This design comes from an exercise in tuning for small area, a short achievable clock period and few clock cycles on the open sky130 flow, not from production work.
In this exercise RTL edits were held to simulation tests only and were not proved equivalent to the original.
Power and IR drop assume default switching activity.

<file path="design/flow/design.v">
module fpmc_alu (
    input  wire        clk,
    input  wire        rst,         
    input  wire        in_valid,
    output wire        in_ready,
    input  wire [2:0]  op,
    input  wire [4:0]  bits,
    input  wire [63:0] opa,
    input  wire [31:0] opb,
    output wire        out_valid,
    input  wire        out_ready,
    output wire [63:0] res,
    output wire [3:0]  code
);
    localparam [2:0] OP_QUANT_B   = 3'd0;
    localparam [2:0] OP_QUANT_C   = 3'd1;
    localparam [2:0] OP_DEQUANT_B = 3'd2;
    localparam [2:0] OP_DEQUANT_C = 3'd3;
    localparam [2:0] OP_LIMRANGE  = 3'd4;
    localparam [2:0] OP_EXTRACT   = 3'd5;
    localparam [2:0] OP_RAMP      = 3'd6;
    localparam [33:0] LR_SAT = 34'h3_6F6F_6F5C;
    reg        s1v;           
    reg        rdy;           
    reg        m_one;         
    reg        m_step;        
    reg        m_c1;          
    reg        m_c2;          
    reg        m_l1;          
    reg        m_lh;          
    reg        m_l5;          
    reg        m_lr;          
    reg [2:0]  op_q;
    reg [4:0]  bits_q;        
    reg        bok;           
    reg        sgn;           
    reg        ovf35;         
    reg [2:0]  hi3;           
    reg [31:0] I;             
    reg [40:0] R;             
    reg [35:0] N;             
    reg [15:0] Q;             
    reg        cs;            
    reg        ng_q;          
    reg        ov;
    reg [34:0] res_q;
    reg        r63;
    reg        c_ill, c_bad;
    assign in_ready  = rdy;
    assign out_valid = ov;
    assign res  = {r63, 28'd0, res_q};
    assign code = {1'b0, c_bad, c_bad | c_ill, c_bad};
    wire        rs = R[40];
    wire [31:0] la = {hi3[1:0], I[31:2]};
    wire        ng = ng_q;                    
    wire [41:0] ax = m_l1 ? {9'd0, la, 1'b0}            :
                     m_lr ? {9'd0, R[40:8]}             :
                     m_c1 ? {rs, R}                     :
                     m_c2 ? {R ^ {41{cs}}, 1'b1}        : {R, ~ng};
    wire [41:0] ay = m_l1 ? {7'd0, la, 3'd0} :
                     m_lh ? {2'd0, la, 8'd0} :
                     m_l5 ? {4'd0, la, 6'd0} :
                     ng   ? {6'd0, N}       : {41'd0, m_c2 & cs};
    wire [41:0] az = m_c1        ? {10'd0, I} :
                     (ng | m_l1) ? 42'd0      : {6'd0, N};
    wire [41:0] cz   = ~az;
    wire [41:0] c_s  = ax ^ ay ^ cz;
    wire [41:0] c_c  = (ax & ay) | (ax & cz) | (ay & cz);
    wire [41:0] sum  = c_s + {c_c[40:0], ~ng};
    wire        fits = ~sum[41];
    reg  [15:0] q_cy;
    integer     k;
    always @(*) begin
        q_cy[0] = 1'b1;
        for (k = 1; k < 16; k = k + 1)
            q_cy[k] = q_cy[k-1] & (Q[k-1] ^ cs);
    end
    wire [15:0] q_fin = fits ? (Q ^ q_cy) : Q;
    wire bits_ok = bok;
    wire rp_bad  = (N[31:1] == 31'd0) || (I >= N[31:0]);
    wire [34:0] a35   = {hi3, I};
    wire        ovf34 = ovf35 | hi3[2];
    wire [33:0] qb_m  = ovf34 ? 34'h3_FFFF_FFFF : a35[33:0];
    reg  [2:0]  qb_e;
    reg  [11:0] qb_win;
    always @(*) begin
        if (qb_m[33:29] == 5'd0) begin
            qb_e = 3'd3; qb_win = qb_m[28:17];
        end else if (qb_m[33:30] == 4'd0) begin
            qb_e = 3'd2; qb_win = qb_m[29:18];
        end else if (qb_m[33:31] == 3'd0) begin
            qb_e = 3'd1; qb_win = qb_m[30:19];
        end else if (qb_m[33:32] == 2'd0) begin
            qb_e = 3'd0; qb_win = qb_m[31:20];
        end else if (qb_m[33] == 1'b0) begin
            qb_e = 3'd7; qb_win = qb_m[32:21];
        end else begin
            qb_e = 3'd6; qb_win = qb_m[33:22];
        end
    end
    wire [9:0]  qb_inc  = {1'b0, qb_win[11:3]} + {9'd0, qb_win[2]};
    wire [8:0]  qb_mant = qb_inc[9] ? 9'h1FF : qb_inc[8:0];
    wire [15:0] quant_b = {sgn, qb_e, qb_mant, 3'd0};
    wire [15:0] qc_inc  = {1'b0, a35[34:20]} + {15'd0, a35[19]};
    wire [14:0] qc_v    = (ovf35 | qc_inc[15]) ? 15'h7FFF : qc_inc[14:0];
    wire [15:0] quant_c = {sgn, qc_v};
    wire [15:0] dq_w = I[15:0];
    reg  [33:0] dqb_mag;
    reg         dqb_bad;
    always @(*) begin
        dqb_bad = 1'b0;
        case (dq_w[14:12])
            3'd3:    dqb_mag = {5'd0, dq_w[11:3], 20'd0};
            3'd2:    dqb_mag = {4'd0, dq_w[11:3], 21'd0};
            3'd1:    dqb_mag = {3'd0, dq_w[11:3], 22'd0};
            3'd0:    dqb_mag = {2'd0, dq_w[11:3], 23'd0};
            3'd7:    dqb_mag = {1'd0, dq_w[11:3], 24'd0};
            3'd6:    dqb_mag = {dq_w[11:3], 25'd0};
            default: begin dqb_mag = 34'd0; dqb_bad = 1'b1; end
        endcase
    end
    wire [31:0] ex_sh   = {16'd0, dq_w} << bits_q[4:0];
    wire [15:0] extract = ex_sh[31:16];
    reg [34:0] nres;
    reg        n63, nill, nbad;
    always @(*) begin
        nres = 35'd0; n63 = 1'b0; nill = 1'b0; nbad = 1'b0;
        if (m_c2) begin
            if (!bits_ok)      nill = 1'b1;
            else if (rp_bad)   nbad = 1'b1;
            else               nres = {19'd0, q_fin};
        end else if (m_l5) begin
            nres = ovf34 ? {1'b0, LR_SAT} : {1'b0, sum[37:4]};
            n63  = sgn;
        end else begin
            case (op_q)
                OP_QUANT_B:   nres = {19'd0, quant_b};
                OP_QUANT_C:   nres = {19'd0, quant_c};
                OP_DEQUANT_B: begin
                    if (dqb_bad) nbad = 1'b1;
                    else begin nres = {1'b0, dqb_mag}; n63 = dq_w[15]; end
                end
                OP_DEQUANT_C: begin nres = {dq_w[14:0], 20'd0}; n63 = dq_w[15]; end
                OP_EXTRACT: begin
                    if (!bits_ok) nill = 1'b1;
                    else          nres = {19'd0, extract};
                end
                default: nill = 1'b1;
            endcase
        end
    end
    wire s1_last = m_one | m_c2 | m_l5;
    wire accept  = in_valid && rdy;
    wire s1_done = s1v && s1_last && (!ov || out_ready);
    wire a_ramp = (op == OP_RAMP);
    wire a_lr   = (op == OP_LIMRANGE);
    wire s1v_n  = accept | (s1v & ~s1_done);
    wire ov_n   = s1_done | (ov & ~out_ready);
    wire last_n = accept ? ~(a_ramp | a_lr) :
                  (m_one | m_c2 | m_l5 | m_c1 | (m_lh & Q[1]));
    always @(posedge clk) begin
        if (rst) begin
            s1v <= 1'b0;
            ov  <= 1'b0;
            rdy <= 1'b0;
        end else begin
            s1v <= s1v_n;
            ov  <= ov_n;
            rdy <= ~s1v_n | (last_n & ~ov_n);
        end
        if (!ov || out_ready) begin
            res_q <= nres;
            r63   <= n63;
            c_ill <= nill;
            c_bad <= nbad;
        end
        if (rdy) begin
            m_one  <= ~(a_ramp | a_lr);
            m_step <= a_ramp;
            m_c1   <= 1'b0;
            m_c2   <= 1'b0;
            m_l1   <= a_lr;
            m_lh   <= 1'b0;
            m_l5   <= 1'b0;
            m_lr   <= a_lr;
            op_q   <= op;
            bits_q <= bits;
            bok    <= (bits != 5'd0) && (bits <= 5'd16);
            sgn    <= opa[63];
            ovf35  <= (opa[62:35] != 28'd0);
            hi3    <= opa[34:32];
            I      <= opa[31:0];
            R      <= {9'd0, opa[31:0]};
            N      <= {4'd0, opb};
            Q      <= 16'd0;
            ng_q   <= 1'b0;
        end else begin
            ng_q <= m_step & sum[41];
            if (m_step) begin
                R   <= sum[40:0];
                Q   <= {Q[14:0], fits};
                bits_q <= bits_q - 5'd1;
                if (bits_q == 5'd1) begin
                    m_step <= 1'b0;
                    m_c1   <= 1'b1;
                end
            end
            if (m_c1) begin
                cs   <= sum[41];
                R    <= sum[40:0];
                m_c1 <= 1'b0;
                m_c2 <= 1'b1;
            end
            if (m_l1) begin
                N    <= sum[35:0];
                R    <= 41'd0;
                m_l1 <= 1'b0;
                m_lh <= 1'b1;
            end
            if (m_lh) begin
                R   <= sum[40:0];
                Q   <= {Q[14:0], 1'b1};
                if (Q[1]) begin
                    m_lh <= 1'b0;
                    m_l5 <= 1'b1;
                end
            end
        end
    end
endmodule
</file>
<file path="design/flow/constraint.sdc">
create_clock -name core_clock -period 11.0 [get_ports {clk}]
set_input_delay 2.2000 -clock core_clock [delete_from_list [all_inputs] [get_ports {clk}]]
set_output_delay 2.2000 -clock core_clock [all_outputs]
set_load 0.01 [all_outputs]
</file>
<file path="design/flow/standard.sh">
#!/bin/bash
# synth_recipe.tcl (not shown) runs the flow's synth.tcl, then flattens the netlist and writes it again
# the make line also repeats each setting of config.mk as NAME=value (left out here)
make -C /OpenROAD-flow-scripts/flow DESIGN_CONFIG=/design/flow/config.mk WORK_HOME=/design/flow/orfs CLKGATE_MAP_FILE= SYNTH_SCRIPT=/design/flow/synth_recipe.tcl "${@:-finish}"
</file>
<file path="design/flow/config.mk">
export PLATFORM = sky130hd
export DESIGN_NAME = fpmc_alu
export DESIGN_NICKNAME = fpmc_alu
export VERILOG_FILES = /design/flow/design.v
export SDC_FILE = /design/flow/constraint.sdc
export NUM_CORES = 4
export LEC_CHECK = 0
export CAP_MARGIN = 20
export CORE_MARGIN = 2
export CORE_UTILIZATION = 50
export PLACE_DENSITY = 0.6
export SLEW_MARGIN = 20
</file>
<file path="design/flow/flow/run.sh">
#!/bin/bash
# Standard ORFS layout (the standard.sh) with two changes:
# - the port buffers that placement inserts are sky130_fd_sc_hd__buf_1 (the
#   resizer upsizes them where timing needs it);
# - timing repair aims at a setup slack margin of 6 ns.
# The clock period and constraints stay the design's. make's output is in
# flow_make.log; each ORFS step logs to orfs/logs.
set -euo pipefail
bash standard.sh "BUFFER_PORTS_ARGS=-buffer_cell sky130_fd_sc_hd__buf_1" \
    SETUP_SLACK_MARGIN=6 finish > flow_make.log 2>&1
</file>
==> results of run 1 <==
## Yosys cell counts, drive strengths merged (18+ instances only)
library cell | instances | area [um2]
a211oi | 39 | 298
nand2b | 22 | 138
dfxtp | 39 | 781
inv | 110 | 413
xnor2 | 58 | 508
a221oi | 40 | 350
nor2 | 171 | 647
a22o | 29 | 254
o21ai | 180 | 908
nand4 | 18 | 113
fa | 37 | 741
ha | 83 | 1040
a21oi | 226 | 1130
nor2b | 25 | 156
clkbuf | 135 | 508
a22oi | 39 | 293
a21o | 26 | 195
nand2 | 223 | 837
nor4 | 29 | 188
buf | 54 | 337
mux2i | 25 | 250
nor3 | 43 | 215
xor2 | 62 | 543
edfxtp | 151 | 4530
nand3 | 25 | 125
## kinds of logic (layout without fill, tap and decap cells)
family | after synthesis | count (layout)
flops | 190 | 190
compound gates | 698 | 698
mux | 40 | 41
fa+ha+maj | 120 | 120
other cells | 1 | 30
xor+xnor | 120 | 120
buf+inv | 301 | 348
simple gates | 616 | 616
## how the worst min path moves through the flow
| stage | startpoint | cells past startpoint | end |
|---|---|---|---|
| floorplan | s1v | 1 | rdy |
| global placement | s1v | 1 | rdy |
| detailed placement | s1v | 1 | rdy |
| CTS | s1v | 1 | rdy |
| global route | s1v | 1 | rdy |
| finish | s1v | 1 | rdy |
## repair_timing
item / in CTS / in global routing
resized for setup: 30 / 86
setup buffers: 11 / 11
cloned: 3 / 4
endpoints found under the setup margin: 99 / 71
pin swaps: 6 / 23
## sequential cells by signal, indices dropped and copies added, names as in the netlist, 3 cells and up
register  cells
I            32
N            36
Q            16
R            41
bits_q        5
hi3           3
op_q          3
res_q        35
## worst max-delay path: stages (launching register included)
cell,delay (ns)
edfxtp_1,0.43
nand2_4,0.20
clkbuf_16,0.20
xor2_1,0.15
nor2_1,0.05
a21oi_1,0.13
nor2_1,0.06
a211oi_1,0.31
a21oi_1,0.11
fa_1,0.49
ha_1,0.36
nand2_1,0.14
a211o_1,0.34
a311oi_2,0.30
or2_1,0.19
nor2_4,0.06
o21bai_1,0.13
a21oi_1,0.09
xnor2_1,0.62
o2bb2ai_1,0.29
## stage by stage
| step | setup slack [ns] | util (%) | instance area [um2] | power, mW |
|---|---|---|---|---|
| after floorplan | 6.06 | - | 17200 | 3.90 |
| after detailed placement | 4.97 | 52.7 | 17700 | 5.18 |
| after global placement | 5.17 | 52.7 | 17700 | 5.14 |
| final | 6.11 | 57.3 | 19300 | 6.58 |
| after CTS | 5.96 | 55.5 | 18700 | 5.97 |
| after global routing | 5.94 | 57.3 | 19300 | 6.94 |
## cell type report
| class | count | area share [%] |
|---|---|---|
| Antenna cell | 1 | 0.0130 |
| Clock buffer | 17 | 2.21 |
| Clock inverter | 15 | 0.915 |
| Inverter | 112 | 2.20 |
| Multi-Input combinational cell | 1624 | 58.0 |
| Sequential cell | 190 | 27.7 |
| Tap cell | 448 | 2.91 |
| Timing Repair Buffer | 203 | 6.02 |
| Timing Repair inverter | 1 | 0.0260 |
## report_power, final
part	switching, mW	internal (mW)
Combinational	2.85	1.70
Sequential	0.292	1.08
Clock	0.342	0.325
Total	3.48	3.10
## layer usage
| metal | up-vias | track usage, % | part of all wire, % |
|---|---|---|---|
| met3 | 199 | 11.1 | 12 |
| li1 | 7632 | - | - |
| met4 | 4 | 15.9 | 4.6 |
| met1 | 8142 | 51.4 | 41 |
| met5 | - | 0 | 0.038 |
| met2 | 1097 | 56.7 | 43 |
==> impl_metrics.toml, run 1 <==
[cts]
cts_max_level = 4
ctsHoldBuffers = 0
cts_buffer_depth = 2
root_buffer = "clkbuf_16"
clock-sinks = 190
clk_latency_ns = 0.48
cts_tree = "done"
path_clk_slew_ns = 0.08
numCtsBuffers = 17

[layout]
drive_gt1_share_pct = 10.1
multi_input_area_um2 = 11200
nNetsFinal = 2377
seqCellArea_um2 = 5330
stdcell_count = 2611
fillers = 3154
area_delta_synth_final_pct = 12.8
final_common_cell = "nand2_1"
final_cell_mix = "nand2_1 (221), a21oi_1 (220), nor2_1 (164)"

[yosys]
synth_top_family_by_area = "compound AO/OA/AOI/OAI gates"
synth-simple-area-share_pct = 16.6
synthArstFlopShare_pct = 0
synth_ff_type = "edfxtp_1"
synth-edff-count = 151
ys_types = 86
synth_mux_area_share_pct = 2.47
synth-xor-area-share_pct = 6.15
ys_seq_elements = 190
synthAdderAreaFrac_pct = 10.4
syn_inst = 2086
ys_seq_area_share_pct = 31.1
yosys_warnings = 1
syn_area_um2 = 17100
synth-compound-area-share_pct = 25.8
syn_area_per_cell_um2 = 8.19

[drt]
routedWlPerCell_um = 26.5
wirelength_mm = 69.1
drt_iter0_drc = 2187
vias_per_cell = 6.54
dr.pass1.iters = 6
drc_errors = 0
vias = 17100
ant_nets = 0

[grt]
grt_use_total_pct = 38.0
grt_max_degree = 89
grt_overflow = 0
grt_pass1_vias = 15900
grt_pass1_wl_mm = 101
antenna_found_initial = 4

[timing]
finalCritPeriodShare_pct = 44.4
fin_crit_ns = 4.89
drv_slew = 0
worst_hold_slack_ns = 0.459
tns_ns = 0
finalHoldViolCount = 0
setup_violations = 0
rsz0062_at_grt = "yes"
clock_skew_ns = 0.0153
max_freq_ghz = 0.205
worstMarginPinSlew_ns = 1.17
max_slew_margin_pct = 21.5

[outcome]
outcome = "timing/DRC/antenna clean"

[die]
start_util_pct = 50.8
dieArea_um2 = 35700
die_w_um = 189
die_h_um = 189
num_rows = 67
ios = 178
core_um2 = 33600

[critical_path]
startpoint = "cs"
cp_max_fo = 5
criticalPathCategory = "flop to flop"
r2r_setup_slack_ns = 6.11
r2r-end = "res_q[23]"
r2r-start = "cs"
start_kind = "flop"
required_ns = 11.25
endpoint = "res_q[23]"
arrival_ns = 5.14
ff2ff_path_depth = 19
cp-end-kind = "flop"

[placed_design]
place.gp.congestion = 1.01
hpwl_mm = 48.6
dp.cells = 2549
port_buffers = 148

[pwr]
vdd_ir_drop_max_mv = 0.308
p_leak_nw = 7.43
powerDensity_nw_per_um2 = 342

[run]
drv_cap = 0

[min_path]
hold_path_class = "flop to flop"
Testbench counts, summed over its fixed seeds: cycles 41,929.
==> inputs of run 2 (changes only) <==
--- a/design/flow/flow/run.sh
+++ b/design/flow/flow/run.sh
@@ -4,3 +4,3 @@
 #   resizer upsizes them where timing needs it);
-# - timing repair aims at a setup slack margin of 6 ns.
+# - timing repair aims at a setup slack margin of 6.5 ns.
 # The clock period and constraints stay the design's. make's output is in
@@ -9,2 +9,2 @@
 bash standard.sh "BUFFER_PORTS_ARGS=-buffer_cell sky130_fd_sc_hd__buf_1" \
-    SETUP_SLACK_MARGIN=6 finish > flow_make.log 2>&1
+    SETUP_SLACK_MARGIN=6.5 finish > flow_make.log 2>&1
==> run 2 against run 1 <==
Compared with the run above: critical path type unchanged; count of clock-buffer cells in the layout grew 5; critical path depth is the same; maximum frequency grew 1.5%; combinational power grew 21%; still clean on timing, DRC and antenna; synthesized area is the same; worst hold slack gained 0.0078 ns; cell count grew 2.3%; highest routed layer is now met4; largest cell class unchanged; sequential cell count is the same; worst setup slack gained 0.071 ns; non-clock buffer count grew 54; sequential share of layout area shrank 1.7 points.
==> impl_metrics.toml, run 2 <==
[outcome]
outcome = "timing/DRC/antenna clean"

[critical_path]
r2r-end = "res_q[7]"
path_common_cell = "buf_4"
ff2ff_path_depth = 19
r2r-start = "m_l1"
critPathMaxStageDelay_ns = 0.52
start_kind = "flop"
critical_path_buf_inv_count = 4
crit_slowest_cell = "fa_1"
arrival_ns = 5.02
cp_cell_sequence = "buf_4 > or2_4 > buf_4 > a221oi_1 > a221oi_1 > fa_1 > ha_4 > nand4_1 > nor2_2 > nand4_1 > a311oi_4 > o21ai_1 > nand2_2 > buf_12 > mux2_4 > buf_4 > nor3_4 > xnor2_1 > o22ai_1"
cp-end-kind = "flop"
cp_max_fo = 7
required_ns = 11.20
crit_family = "simple AND/OR/NAND/NOR gates"
r2r_setup_slack_ns = 6.18
criticalPathCategory = "flop to flop"

[yosys]
post-synth-top-count-cell = "a21oi_1"
ys_seq_elements = 190
synthArstFlopShare_pct = 0
synth_ff_type = "edfxtp_1"
synthTopCellsByCount = "a21oi_1 (225), nand2_1 (223), o21ai_0 (170)"
ys_types = 86
yosys_warnings = 1
synth-edff-count = 151
synth_top_area_share_pct = 26.5
synthTopCellsByArea = "edfxtp_1 (27%), a21oi_1 (6.6%), ha_1 (6.1%)"
syn_area_um2 = 17100
syn_area_per_cell_um2 = 8.19
ys_seq_area_share_pct = 31.1
yosysTopAreaCell = "edfxtp_1"
syn_inst = 2086

[grt]
top_usage_layer = "met2"
grt_pass1_wl_mm = 103
grt_max_degree = 87
antenna_found_initial = 0
grt_use_met1_pct = 52.4
met3_usage_pct = 9.29
grt_use_total_pct = 39.0
grt_overflow = 0
gr-usage-met2_pct = 59.4
grt_pass1_vias = 16300

[min_path]
holdCritStartpoint = "s1v"
hold_path_class = "flop to flop"
holdPathStages = 1
hold_path_end = "rdy"

[drt]
wirelength_mm = 70.9
drt_iter0_drc = 2290
drc_errors = 0
routedWlPerCell_um = 26.6
vias_per_cell = 6.55
vias = 17500
dr.pass1.iters = 9
ant_nets = 0

[pwr]
vdd_ir_drop_max_mv = 0.298
powerDensity_nw_per_um2 = 366
total_power_mw = 7.52
p_leak_nw = 7.89

[placed_design]
port_buffers = 148
place.gp.congestion = 0.966
dp_worst_setup_slack_ns = 4.91
place_area_um2 = 17700
hpwl_mm = 48.0

[timing]
max_freq_ghz = 0.208
rsz0062_at_grt = "yes"
max_slew_margin_pct = 26.1
fin_crit_ns = 4.82
fin_ws_ns = 6.18
worstMarginPinSlew_ns = 1.11
finalHoldViolCount = 0
setup_violations = 0
finalCritPeriodShare_pct = 43.8
drv_slew = 0
clock_skew_ns = 0.0165
tns_ns = 0

[cts]
root_buffer = "clkbuf_16"
cts_tree = "done"
cts_max_level = 4
numCtsBuffers = 17
cts_buffer_depth = 2
clk_latency_ns = 0.48
ctsHoldBuffers = 0
clock-sinks = 190
path_clk_slew_ns = 0.08

[die]
die_h_um = 189
dieArea_um2 = 35700
core_um2 = 33600
start_util_pct = 50.8
num_rows = 67
ios = 178
die_w_um = 189

[layout]
fillers = 2971
num_antenna_cells = 0
final_cell_mix = "nand2_1 (216), a21oi_1 (202), nor2_1 (159)"
fin_area_um2 = 20600
largest_registers = "R (41), N (36), res_q (35)"
top_register = "R"
largest_reg_flops = 41
drive_gt1_share_pct = 16.6
final_common_cell = "nand2_1"
area_delta_synth_final_pct = 20.4
nNetsFinal = 2438

[run]
drv_cap = 0
-- run 2: worst max path at each step --
stage / slack [ns] / cells past startpoint / end / startpoint
finish: 6.18 / 19 / res_q[7] / m_l1
global route: 6.01 / 22 / res_q[7] / cs
detailed placement: 4.91 / 20 / res_q[26] / cs
floorplan: 6.52 / 22 / res_q[26] / cs
global placement: 4.96 / 16 / res_q[9] / m_l1
CTS: 6.33 / 21 / res_q[26] / cs
-- run 2: metal layers --
layer,vias up,wire (um)
met5,-,0
met4,0,3980
met3,258,7940
met2,1156,30800
met1,8299,28200
li1,7790,-
-- run 2: what timing repair did --
item / 4_1_cts / 5_1_grt
gates resized for setup: 129 / 158
setup buffers: 46 / 38
pin swaps: 41 / 87
cloned: 9 / 1
endpoints found under the setup margin: 106 / 70
-- run 2: area by class of cell --
class	count	area [um2]	share of cell area, %
clock buffers	22	485	2.36
clock inverters	10	97.6	0.474
inverters	112	433	2.10
multi-input cells	1631	12000	58.3
flip-flops and latches	190	5340	25.9
well taps	448	561	2.72
repair buffers	257	1670	8.11
repair inverters	1	7.51	0.0365
-- run 2: where the power goes --
group          switching [mW]  internal, mW
Combinational            3.20          2.30
Sequential              0.290          1.08
Clock                   0.309         0.341
-- run 2: cells by family after synthesis --
kind of cell             after synthesis  synth area share, %
AND/OR/NAND/NOR                      616                 16.6
adder cells (fa/ha/maj)              120                 10.4
multiplexers                          40                 2.47
XOR/XNOR                             120                 6.15
AO/OA/AOI/OAI                        698                 25.8
flip-flops                           190                 31.1
buffers and inverters                301                 7.40
other                                  1               0.0219
-- run 2: metrics by stage --
step,utilization (%),std cells,hold slack [ns]
4_1_cts,58.1,2632,0.476
3_3_place_gp,52.7,2545,0.449
2_1_floorplan,-,2114,0.425
6_report,61.2,2671,0.467
3_5_place_dp,52.7,2545,0.462
5_1_grt,61.2,2671,0.503
==> inputs of run 3 (changes only) <==
--- a/design/flow/design.v
+++ b/design/flow/design.v
@@ -24,2 +24,4 @@
     reg        rdy;           
+    reg        rdy_t;         
+    reg        rdy_o, rdy_to;  
     reg        m_one;         
@@ -48,3 +50,4 @@
     reg        c_ill, c_bad;
-    assign in_ready  = rdy;
+    wire   rdy_c     = rdy | (rdy_t & out_ready);
+    assign in_ready  = rdy_o | (rdy_to & out_ready);
     assign out_valid = ov;
@@ -152,3 +155,3 @@
     wire s1_last = m_one | m_c2 | m_l5;
-    wire accept  = in_valid && rdy;
+    wire accept  = in_valid && rdy_c;
     wire s1_done = s1v && s1_last && (!ov || out_ready);
@@ -165,2 +168,5 @@
             rdy <= 1'b0;
+            rdy_t <= 1'b0;
+            rdy_o <= 1'b0;
+            rdy_to <= 1'b0;
         end else begin
@@ -169,2 +175,5 @@
             rdy <= ~s1v_n | (last_n & ~ov_n);
+            rdy_t <= s1v_n & last_n & ov_n;
+            rdy_o <= ~s1v_n | (last_n & ~ov_n);
+            rdy_to <= s1v_n & last_n & ov_n;
         end
@@ -176,3 +185,3 @@
         end
-        if (rdy) begin
+        if (rdy_c) begin
             m_one  <= ~(a_ramp | a_lr);
--- a/design/flow/flow/run.sh
+++ b/design/flow/flow/run.sh
@@ -4,3 +4,3 @@
 #   resizer upsizes them where timing needs it);
-# - timing repair aims at a setup slack margin of 6.5 ns.
+# - timing repair aims at a setup slack margin of 6 ns.
 # The clock period and constraints stay the design's. make's output is in
@@ -9,2 +9,2 @@
 bash standard.sh "BUFFER_PORTS_ARGS=-buffer_cell sky130_fd_sc_hd__buf_1" \
-    SETUP_SLACK_MARGIN=6.5 finish > flow_make.log 2>&1
+    SETUP_SLACK_MARGIN=6 finish > flow_make.log 2>&1
==> run 3 against run 2 <==
Compared with the run above: clock skew shrank 0.0014 ns; global-route usage shrank 0.64 points; final area shrank 1.2%; routed wire length grew 1.3%; core utilization shrank 1.9 points; still clean; non-clock buffer count shrank 16; sequential cell count grew 1.
==> impl_metrics.toml, run 3 <==
[placed_design]
port_buffers = 148
place.gp.congestion = 0.983
hpwl_mm = 49.4
place_area_um2 = 17900

[cts]
root_buffer = "clkbuf_16"
numCtsBuffers = 17
clk_latency_ns = 0.47
cts_max_level = 4
clock-sinks = 191
cts_buffer_depth = 2
path_clk_slew_ns = 0.08
cts_tree = "done"

[layout]
final_cell_mix = "nand2_1 (261), a21oi_1 (213), nor2_1 (158)"
top_register = "R"
area_delta_synth_final_pct = 17.9
final_common_cell = "nand2_1"
largest_reg_flops = 41
nNetsFinal = 2420
drive_gt1_share_pct = 13.6
num_antenna_cells = 0
largest_registers = "R (41), N (36), res_q (35)"
fillers = 3124
fin_area_um2 = 20300

[timing]
tns_ns = 0
max_freq_ghz = 0.201
worstMarginPinSlew_ns = 1.07
fin_crit_ns = 4.98
clock_skew_ns = 0.0151
drv_slew = 0
finalHoldViolCount = 0
max_slew_margin_pct = 28.5
rsz0062_at_grt = "yes"
setup_violations = 0
finalCritPeriodShare_pct = 45.3

[yosys]
synth-edff-count = 151
yosysTopAreaCell = "edfxtp_1"
ys_seq_area_share_pct = 30.9
syn_inst = 2095
ys_seq_elements = 191
syn_area_um2 = 17200
post-synth-top-count-cell = "nand2_1"
synthTopCellsByCount = "nand2_1 (263), a21oi_1 (228), nor2_1 (164)"
synthTopCellsByArea = "edfxtp_1 (26%), a21oi_1 (6.6%), ha_1 (6.0%)"
synth_top_area_share_pct = 26.3
ys_types = 91
synth_ff_type = "edfxtp_1"
yosys_warnings = 1
synthArstFlopShare_pct = 0
syn_area_per_cell_um2 = 8.23

[critical_path]
start_kind = "input pin"
critPathMaxStageDelay_ns = 0.17
cp-end-kind = "primary output"
critical_path_buf_inv_count = 4
required_ns = 8.80
cp_cell_sequence = "buf_6 > a21oi_4 > buf_12 > inv_16 > buf_6"
crit_slowest_cell = "a21oi_4"
path_common_cell = "buf_6"
crit_family = "buffers and inverters"
arrival_ns = 2.78
cp_max_fo = 3
criticalPathCategory = "input pin to primary output"

[grt]
grt_pass1_vias = 16000
antenna_found_initial = 0
grt_pass1_wl_mm = 102
grt_max_degree = 86
grt_overflow = 0
grt_use_total_pct = 38.3

[pwr]
p_sw_share_pct = 51.4
powerDensity_nw_per_um2 = 338
power_switching_mw = 3.53
p_seq_share_pct = 20.0
share_comb_of_total_power_pct = 70.5
clkPwrFrac_pct = 9.5
p_leak_nw = 7.93
vdd_ir_drop_max_mv = 0.260
intPower_mw = 3.34

[die]
dieArea_um2 = 36000
core_um2 = 34300
num_rows = 68
ios = 178
start_util_pct = 50.3
die_h_um = 190
die_w_um = 190

[drt]
dr.pass1.iters = 10
ant_nets = 0
drt_iter0_drc = 2901
vias = 17600
vias_per_cell = 6.61
drc_errors = 0
routedWlPerCell_um = 27.0
wirelength_mm = 71.8

[min_path]
hold_path_class = "flop to flop"

[run]
drv_cap = 0

[outcome]
outcome = "timing/DRC/antenna clean"
run 3: cell types whose count changed after synthesis, moves of 7 or more:
cell	before	now
nor3_1	43	29
xnor2_1	58	49
a21o_1	26	33
nand2_1	223	263
mux2i_1	25	33
inv_1	108	98
o21ai_0	170	147
run 3: worst min-delay path, cell delays in order (launching register included):
cell,delay [ns]
dfxtp_1,0.33
nand2_1,0.06
a21oi_1,0.05
run 3: cell families (layout without fill, tap and decap cells):
kind of cell	Yosys count	in the layout	share of synthesized area (%)
XOR/XNOR	114	114	5.79
flip-flops	191	191	30.9
buffers and inverters	295	377	7.25
other	1	29	0.0217
adder cells (fa/ha/maj)	120	120	10.3
AND/OR/NAND/NOR	630	630	16.7
multiplexers	47	47	3.22
AO/OA/AOI/OAI	697	697	25.7
run 3: routing by layer:
metal | routed length [um] | track usage, % | vias to the layer above
met1 | 28800 | 53.3 | 8341
met3 | 8380 | 7.12 | 246
met4 | 3820 | 17.4 | 0
met2 | 30800 | 58.1 | 1224
met5 | 0 | 0 | -
li1 | - | - | 7761
run 3: path summary, 6_finish.rpt:
check / from / endpoint / slack (ns) / cells past startpoint
setup reg to reg: cs / res_q[14] / 6.03 / 20
hold / removal: Q[15] / Q[15] / 0.48 / 2
hold reg to reg: Q[15] / Q[15] / 0.48 / 2
setup / recovery: out_ready / in_ready / 6.02 / 5
run 3: area by class of cell:
class / instances / area [um2] / share of cell area (%)
multi-input combinational: 1637 / 11700 / 57.7
sequential: 191 / 5350 / 26.3
timing repair buffer: 241 / 1680 / 8.25
tap: 455 / 569 / 2.80
clock buffer: 18 / 450 / 2.22
inverter: 103 / 412 / 2.03
clock inverter: 14 / 139 / 0.683
timing repair inverter: 1 / 8.76 / 0.0431
run 3: power by group through the flow:
| stage | Clock [mW] | Sequential, mW | Combinational (mW) |
|---|---|---|---|
| 3_5_place_dp | 0 | 1.36 | 3.65 |
| 2_1_floorplan | 0 | 1.19 | 2.55 |
| 5_1_grt | 0.678 | 1.38 | 5.15 |
| 3_3_place_gp | 0 | 1.37 | 3.62 |
| 6_report | 0.653 | 1.37 | 4.84 |
| 4_1_cts | 0.658 | 1.35 | 4.12 |
run 3: what timing repair did:
action,in CTS,in global routing
pin swaps,16,83
resized for setup,108,124
setup endpoints to repair,123,49
buffers inserted,19,32
hold buffers,0,0
cloned,5,9
run 3: through the flow:
step                power, mW  utilization [%]  cells  worst slack [ns]  hold slack, ns
finish                   6.87             59.3   2660              6.02           0.481
floorplan                3.75                -   2123              5.98           0.444
detailed placement       5.01             52.1   2562              4.53           0.475
global placement         4.99             52.1   2562              4.54           0.467
global route             7.20             59.3   2660              5.85           0.530
CTS                      6.12             56.2   2618              5.97           0.487
Testbench counts of run 3, summed over its fixed seeds: cycles 38,958.
==> inputs of run 4 (changes only) <==
--- a/design/flow/config.mk
+++ b/design/flow/config.mk
@@ -9,4 +9,4 @@
 export CORE_MARGIN = 2
-export CORE_UTILIZATION = 50
-export PLACE_DENSITY = 0.6
+export CORE_UTILIZATION = 56
+export PLACE_DENSITY = 0.65
 export SLEW_MARGIN = 20
==> run 4 against run 3 <==
Compared with the run above: still clean; sequential share of layout area is 0.80 points higher; count of clock-buffer cells in the layout is 1 lower; clock skew is 0.0063 ns higher; via count hardly changed; die area is 10% lower; global-route usage is 2.7 points higher; worst hold slack better by 0.011 ns; largest power group unchanged.
==> impl_metrics.toml, run 4 <==
[cts]
root_buffer = "clkbuf_16"
numCtsBuffers = 17
cts_max_level = 4
path_clk_slew_ns = 0.07
clk_latency_ns = 0.49
cts_buffer_depth = 2
cts_tree = "done"
clock-sinks = 191

[yosys]
ys_seq_elements = 191
ys_seq_area_share_pct = 30.9
synthTopCellsByCount = "nand2_1 (263), a21oi_1 (228), nor2_1 (164)"
synth_ff_type = "edfxtp_1"
syn_inst = 2095
synthTopCellsByArea = "edfxtp_1 (26%), a21oi_1 (6.6%), ha_1 (6.0%)"
post-synth-top-count-cell = "nand2_1"
synth_top_area_share_pct = 26.3
syn_area_um2 = 17200
yosys_warnings = 1
synth-edff-count = 151
ys_types = 91
syn_area_per_cell_um2 = 8.23
yosysTopAreaCell = "edfxtp_1"
synthArstFlopShare_pct = 0

[placed_design]
place.gp.congestion = 1.04
dp.cells = 2501
place_area_um2 = 17800
hpwl_mm = 45.8
port_buffers = 148

[pwr]
vdd_ir_drop_max_mv = 0.311
powerDensity_nw_per_um2 = 330
p_leak_nw = 7.74
total_power_mw = 6.52

[run]
drv_cap = 0

[min_path]
holdPathStages = 2
holdCritStartpoint = "Q[15]"
hold_path_class = "flop to flop"

[die]
core_um2 = 30400
die_w_um = 179
die_h_um = 179
ios = 178
start_util_pct = 56.7
dieArea_um2 = 32200
num_rows = 64

[drt]
top_layer_used = "met5"
wl_met2_mm = 28.9
routedWlPerCell_um = 26.4
wirelength_mm = 68.2
dr.pass1.iters = 6
vias = 17600
vias_per_cell = 6.82
drc_errors = 0
met1_length_mm = 26.8
drt_iter0_drc = 3135
met3_length_mm = 8.45
ant_nets = 0

[layout]
fin_area_um2 = 19700
multi_input_area_um2 = 11500
largest_reg_flops = 41
largest_registers = "R (41), N (36), res_q (35)"
top_register = "R"
drive_gt1_share_pct = 11.1
stdcell_count = 2580
num_antenna_cells = 0
area_delta_synth_final_pct = 14.5
fillers = 2624
seqCellArea_um2 = 5350
final_common_cell = "nand2_1"
nNetsFinal = 2399
final_cell_mix = "nand2_1 (260), a21oi_1 (217), nor2_1 (162)"

[critical_path]
start_kind = "flop"
r2r-start = "cs"
startpoint = "cs"
required_ns = 11.23
cp-end-kind = "flop"
ff2ff_path_depth = 21
cp_max_fo = 6
criticalPathCategory = "flop to flop"
arrival_ns = 5.31

[timing]
drv_slew = 0
finalHoldViolCount = 0
rsz0062_at_grt = "yes"
finalCritPeriodShare_pct = 46.1
setup_violations = 0
tns_ns = 0
worstMarginPinSlew_ns = 1.06
clock_skew_ns = 0.0214
max_slew_margin_pct = 29.1
worst_hold_slack_ns = 0.492
max_freq_ghz = 0.197
fin_crit_ns = 5.08

[grt]
antenna_found_initial = 3
grt_overflow = 0
grt_pass1_vias = 16300
grt_use_total_pct = 41.0
grt_pass1_wl_mm = 101
grt_max_degree = 82

[outcome]
outcome = "timing/DRC/antenna clean"
[run 4: metal layers]
layer | up-vias | track usage [%]
met5 | - | 0
met1 | 8347 | 55.7
met4 | 4 | 20.9
met3 | 223 | 11.0
met2 | 1295 | 60.2
li1 | 7719 | -
[run 4: logic make-up (layout without fill, tap and decap cells)]
| group | after synthesis | after routing | share of synthesized area [%] |
|---|---|---|---|
| AO/OA/AOI/OAI | 697 | 697 | 25.7 |
| flip-flops | 191 | 191 | 30.9 |
| adder cells (fa/ha/maj) | 120 | 120 | 10.3 |
| XOR/XNOR | 114 | 114 | 5.79 |
| AND/OR/NAND/NOR | 630 | 631 | 16.7 |
| multiplexers | 47 | 47 | 3.22 |
| other | 1 | 29 | 0.0217 |
| buffers and inverters | 295 | 355 | 7.25 |
[run 4: where the power goes]
part | total, mW | switching [mW] | internal (mW) | leakage [nW]
registers | 1.36 | 0.297 | 1.06 | 1.90
logic | 4.48 | 2.72 | 1.75 | 5.56
clock network | 0.682 | 0.322 | 0.361 | 0.287
total | 6.52 | 3.34 | 3.18 | 7.74
[run 4: worst paths after layout]
kind	to	slack, ns
hold reg to reg	Q[15]	0.49
hold / removal	Q[15]	0.49
setup reg to reg	res_q[14]	5.92
setup / recovery	res_q[14]	5.92
[run 4: final cells by class]
type / count / area share [%]
inverters: 103 / 2.05
clock buffers: 17 / 2.15
repair buffers: 217 / 6.97
multi-input cells: 1638 / 58.2
repair inverters: 3 / 0.133
flip-flops and latches: 191 / 27.1
well taps: 396 / 2.51
clock inverters: 15 / 0.931
[run 4: repair_timing]
| action | 4_1_cts | 5_1_grt |
|---|---|---|
| buffers inserted | 24 | 12 |
| setup endpoints to repair | 85 | 48 |
| resized for setup | 80 | 97 |
| pin swaps | 15 | 41 |
| hold buffers | 0 | 0 |
| cloned | 8 | 3 |
[run 4: per-stage QoR]
| stage | util, % | worst slack (ns) |
|---|---|---|
| 6_report | 64.9 | 5.92 |
| 5_1_grt | 64.9 | 5.82 |
| 4_1_cts | 62.7 | 6.00 |
| 3_5_place_dp | 58.4 | 4.67 |
| 3_3_place_gp | 58.4 | 4.74 |
| 2_1_floorplan | - | 5.98 |
[run 4: critical path, cell delays in order (launching register included)]
cell,delay (ns)
edfxtp_1,0.45
nand2_4,0.19
buf_12,0.17
xnor2_2,0.12
nor2_1,0.07
a21oi_1,0.16
o21ai_1,0.08
mux2_4,0.29
fa_1,0.55
ha_4,0.23
a21oi_4,0.15
o211ai_1,0.15
a311o_1,0.43
a21oi_2,0.22
buf_4,0.17
a211oi_4,0.06
buf_6,0.15
o21a_4,0.21
o21ai_4,0.23
nand3_4,0.13
mux2_4,0.33
a211o_1,0.27
==> inputs of run 5 (changes only) <==
--- a/design/flow/design.v
+++ b/design/flow/design.v
@@ -135,3 +135,3 @@
         end else if (m_l5) begin
-            nres = ovf34 ? {1'b0, LR_SAT} : {1'b0, sum[37:4]};
+            nres = {1'b0, sum[37:4]};
             n63  = sgn;
@@ -146,2 +146,3 @@
                 OP_DEQUANT_C: begin nres = {dq_w[14:0], 20'd0}; n63 = dq_w[15]; end
+                OP_LIMRANGE:  begin nres = {1'b0, LR_SAT}; n63 = sgn; end
                 OP_EXTRACT: begin
@@ -158,3 +159,3 @@
     wire a_ramp = (op == OP_RAMP);
-    wire a_lr   = (op == OP_LIMRANGE);
+    wire a_lr   = (op == OP_LIMRANGE) && (opa[62:34] == 29'd0);
     wire s1v_n  = accept | (s1v & ~s1_done);
--- a/design/flow/config.mk
+++ b/design/flow/config.mk
@@ -9,4 +9,4 @@
 export CORE_MARGIN = 2
-export CORE_UTILIZATION = 56
-export PLACE_DENSITY = 0.65
+export CORE_UTILIZATION = 50
+export PLACE_DENSITY = 0.6
 export SLEW_MARGIN = 20
==> run 5 against run 4 <==
Compared with the run above: first-iteration DRC count shrank 22%; routed wire length grew 7.4%; cell count grew 2.6%; maximum frequency grew 0.63%; global-route usage shrank 1.5 points.
==> impl_metrics.toml, run 5 <==
[drt]
routedWlPerCell_um = 27.7
wirelength_mm = 73.2
drt_iter0_drc = 2441
dr.pass1.iters = 10
ant_nets = 0
vias = 17600
drc_errors = 0
vias_per_cell = 6.63

[yosys]
yosysTopAreaCell = "edfxtp_1"
synth-edff-count = 151
ys_types = 90
synthTopCellsByCount = "nand2_1 (270), a21oi_1 (193), nor2_1 (161)"
synth_ff_type = "edfxtp_1"
synth_top_area_share_pct = 26.1
post-synth-top-count-cell = "nand2_1"
ys_seq_elements = 191
syn_area_per_cell_um2 = 8.28
syn_area_um2 = 17400
yosys_warnings = 1
syn_inst = 2098
synthTopCellsByArea = "edfxtp_1 (26%), ha_1 (6.0%), nand2_1 (5.8%)"
ys_seq_area_share_pct = 30.7
synthArstFlopShare_pct = 0

[placed_design]
hpwl_mm = 51.3
port_buffers = 148
place.gp.congestion = 0.956
place_area_um2 = 18000

[die]
start_util_pct = 50.5
core_um2 = 34400
die_h_um = 190
dieArea_um2 = 36200
ios = 178
num_rows = 68
die_w_um = 190

[timing]
fin_crit_ns = 5.04
finalCritPeriodShare_pct = 45.9
clock_skew_ns = 0.0163
max_freq_ghz = 0.198
tns_ns = 0
rsz0062_at_grt = "yes"
drv_slew = 0
finalHoldViolCount = 0
max_slew_margin_pct = 22.3
worstMarginPinSlew_ns = 1.16
setup_violations = 0

[layout]
top_register = "R"
fillers = 3219
multi_input_area_um2 = 11400
drive_gt1_share_pct = 10.8
largest_registers = "R (41), N (36), res_q (35)"
largest_reg_flops = 41
final_cell_mix = "nand2_1 (265), a21oi_1 (184), nor2_1 (158)"
num_antenna_cells = 0
nNetsFinal = 2406
seqCellArea_um2 = 5350
final_util_pct = 57.5
fin_area_um2 = 19800
area_delta_synth_final_pct = 13.7
final_common_cell = "nand2_1"

[pwr]
vdd_ir_drop_max_mv = 0.218
powerDensity_nw_per_um2 = 315
p_seq_share_pct = 21.1
p_leak_nw = 7.90
share_comb_of_total_power_pct = 68.2
intPower_mw = 2.85
clkPwrFrac_pct = 10.6
power_switching_mw = 3.37
p_sw_share_pct = 54.1

[grt]
grt_max_degree = 71
grt_pass1_wl_mm = 105
grt_pass1_vias = 15900
grt_use_total_pct = 39.5
antenna_found_initial = 1
grt_overflow = 0

[cts]
clock-sinks = 191
path_clk_slew_ns = 0.08
ctsHoldBuffers = 0
numCtsBuffers = 17
root_buffer = "clkbuf_16"
cts_max_level = 4
cts_tree = "done"
cts_buffer_depth = 2
clk_latency_ns = 0.48

[critical_path]
arrival_ns = 5.38
start_kind = "flop"
criticalPathCategory = "flop to flop"
cp_max_fo = 66
cp-end-kind = "flop"
required_ns = 11.34

[run]
drv_cap = 0

[outcome]
outcome = "timing/DRC/antenna clean"

[min_path]
hold_path_class = "flop to flop"
## run 5: cell count changes in the layout (fill, tap and decap cells not counted), moves of 11 or more
| cell | change |
|---|---|
| a21oi_1 | -33 |
| a221oi_1 | -32 |
| a222oi_1 | +17 |
| a22o_1 | +13 |
| a22oi_1 | +18 |
| buf_4 | +11 |
| inv_1 | +13 |
| nand3_1 | +16 |
| nor2b_1 | -12 |
| o211ai_1 | +11 |
| o21ai_1 | -14 |
## run 5: timing repair
item	4_1_cts	5_1_grt
setup endpoints to repair	103	55
gates resized for setup	69	77
endpoints found under the hold margin	0	0
cloned	6	1
pin swaps	12	21
setup buffers	23	19
## run 5: worst max-delay path: stages (launching register included)
cell and delay (ns):
dfxtp_4 0.41, buf_16 0.30, nor2b_1 0.11, buf_4 0.23
a222oi_1 0.58, fa_1 0.58, ha_4 0.34, nand4_1 0.25
nor4_4 0.47, nand2_1 0.17, o221ai_4 0.24, o21a_4 0.21
or3_4 0.22, nand4_4 0.15, or4_1 0.51, nand3_1 0.10
## run 5: layout make-up
cell class | instances | share of cell area, %
multi-input combinational | 1632 | 57.9
clock buffer | 17 | 2.15
inverter | 113 | 2.24
timing repair inverter | 2 | 0.0887
timing repair buffer | 221 | 6.73
clock inverter | 15 | 0.868
tap | 455 | 2.88
sequential | 191 | 27.1
## run 5: power by group through the flow
stage | registers [mW] | logic (mW) | clock network [mW]
after floorplan | 1.16 | 2.25 | 0
after global placement | 1.32 | 3.47 | 0
after detailed placement | 1.31 | 3.48 | 0
after CTS | 1.30 | 3.72 | 0.660
after global routing | 1.32 | 4.43 | 0.682
final | 1.31 | 4.25 | 0.662
## run 5: per-stage QoR
step           power, mW  worst slack [ns]  hold WS (ns)  cells
3_5_place_dp        4.79              4.78         0.467   2565
3_3_place_gp        4.79              4.87         0.460   2565
4_1_cts             5.68              6.01         0.478   2626
5_1_grt             6.43              5.80         0.523   2646
6_report            6.22              5.96         0.503   2646
2_1_floorplan       3.41              6.02         0.444   2126
## run 5: routing by layer
layer | track usage [%] | wire length (um) | part of all wire [%]
met5 | 0 | 13 | 0.018
met1 | 53.9 | 29200 | 40
met4 | 23.9 | 4680 | 6.4
met3 | 6.86 | 7750 | 11
met2 | 58.6 | 31500 | 43
## run 5: logic make-up after synthesis
kind of cell,share of synthesized area [%]
flip-flops,30.7
AND/OR/NAND/NOR,17.5
AO/OA/AOI/OAI,25.5
buffers and inverters,7.48
multiplexers,2.67
other,0.0216
XOR/XNOR,5.80
adder cells (fa/ha/maj),10.2
## run 5: path summary, 6_finish.rpt
check | slack [ns] | start | to | cells past startpoint
hold / removal | 0.50 | Q[15] | Q[15] | 2
hold reg to reg | 0.50 | Q[15] | Q[15] | 2
setup / recovery | 5.96 | m_l1 | res_q[10] | 15
setup reg to reg | 5.96 | m_l1 | res_q[10] | 15
Testbench counts of run 5, summed over its fixed seeds: cycles 38,286.

-- static timing again, ports no longer ideal --
Ports are ideal in the flow. The routed layouts listed here were re-timed in OpenROAD. Step 1 sets driving cells, clkbuf_16 on the clock port and buf_2 on the other inputs (assumed; they add their load-dependent delay and slew). Step 2 moves the port delays by t, midway between the first and last clock arrival at a register: inputs arrive t later, outputs are due t later. That takes back most of the time a late clock gives input paths. Slacks: ideal ports / drivers / drivers and shift; pairs: ideal ports / drivers.
| run | t (ns) | setup WS [ns] | worst setup path after step 2 | cell pins on the clock port's net |
|---|---|---|---|---|
| run 1 | 0.532 | 6.111 / 6.111 / 6.111 | register to register | 1 |
| run 2 | 0.530 | 6.183 / 6.183 / 6.183 | register to register | 1 |
| run 3 | 0.524 | 6.021 / 5.990 / 5.650 | input to register | 1 |
| run 4 | 0.540 | 5.924 / 5.924 / 5.854 | input to register | 1 |
| run 5 | 0.530 | 5.956 / 5.956 / 5.956 | register to register | 1 |
After both steps setup and hold are still met in every run listed. For run 3, which loses most, drivers alone change the setup slack by -0.031 ns; drivers and shift together by -0.371 ns.
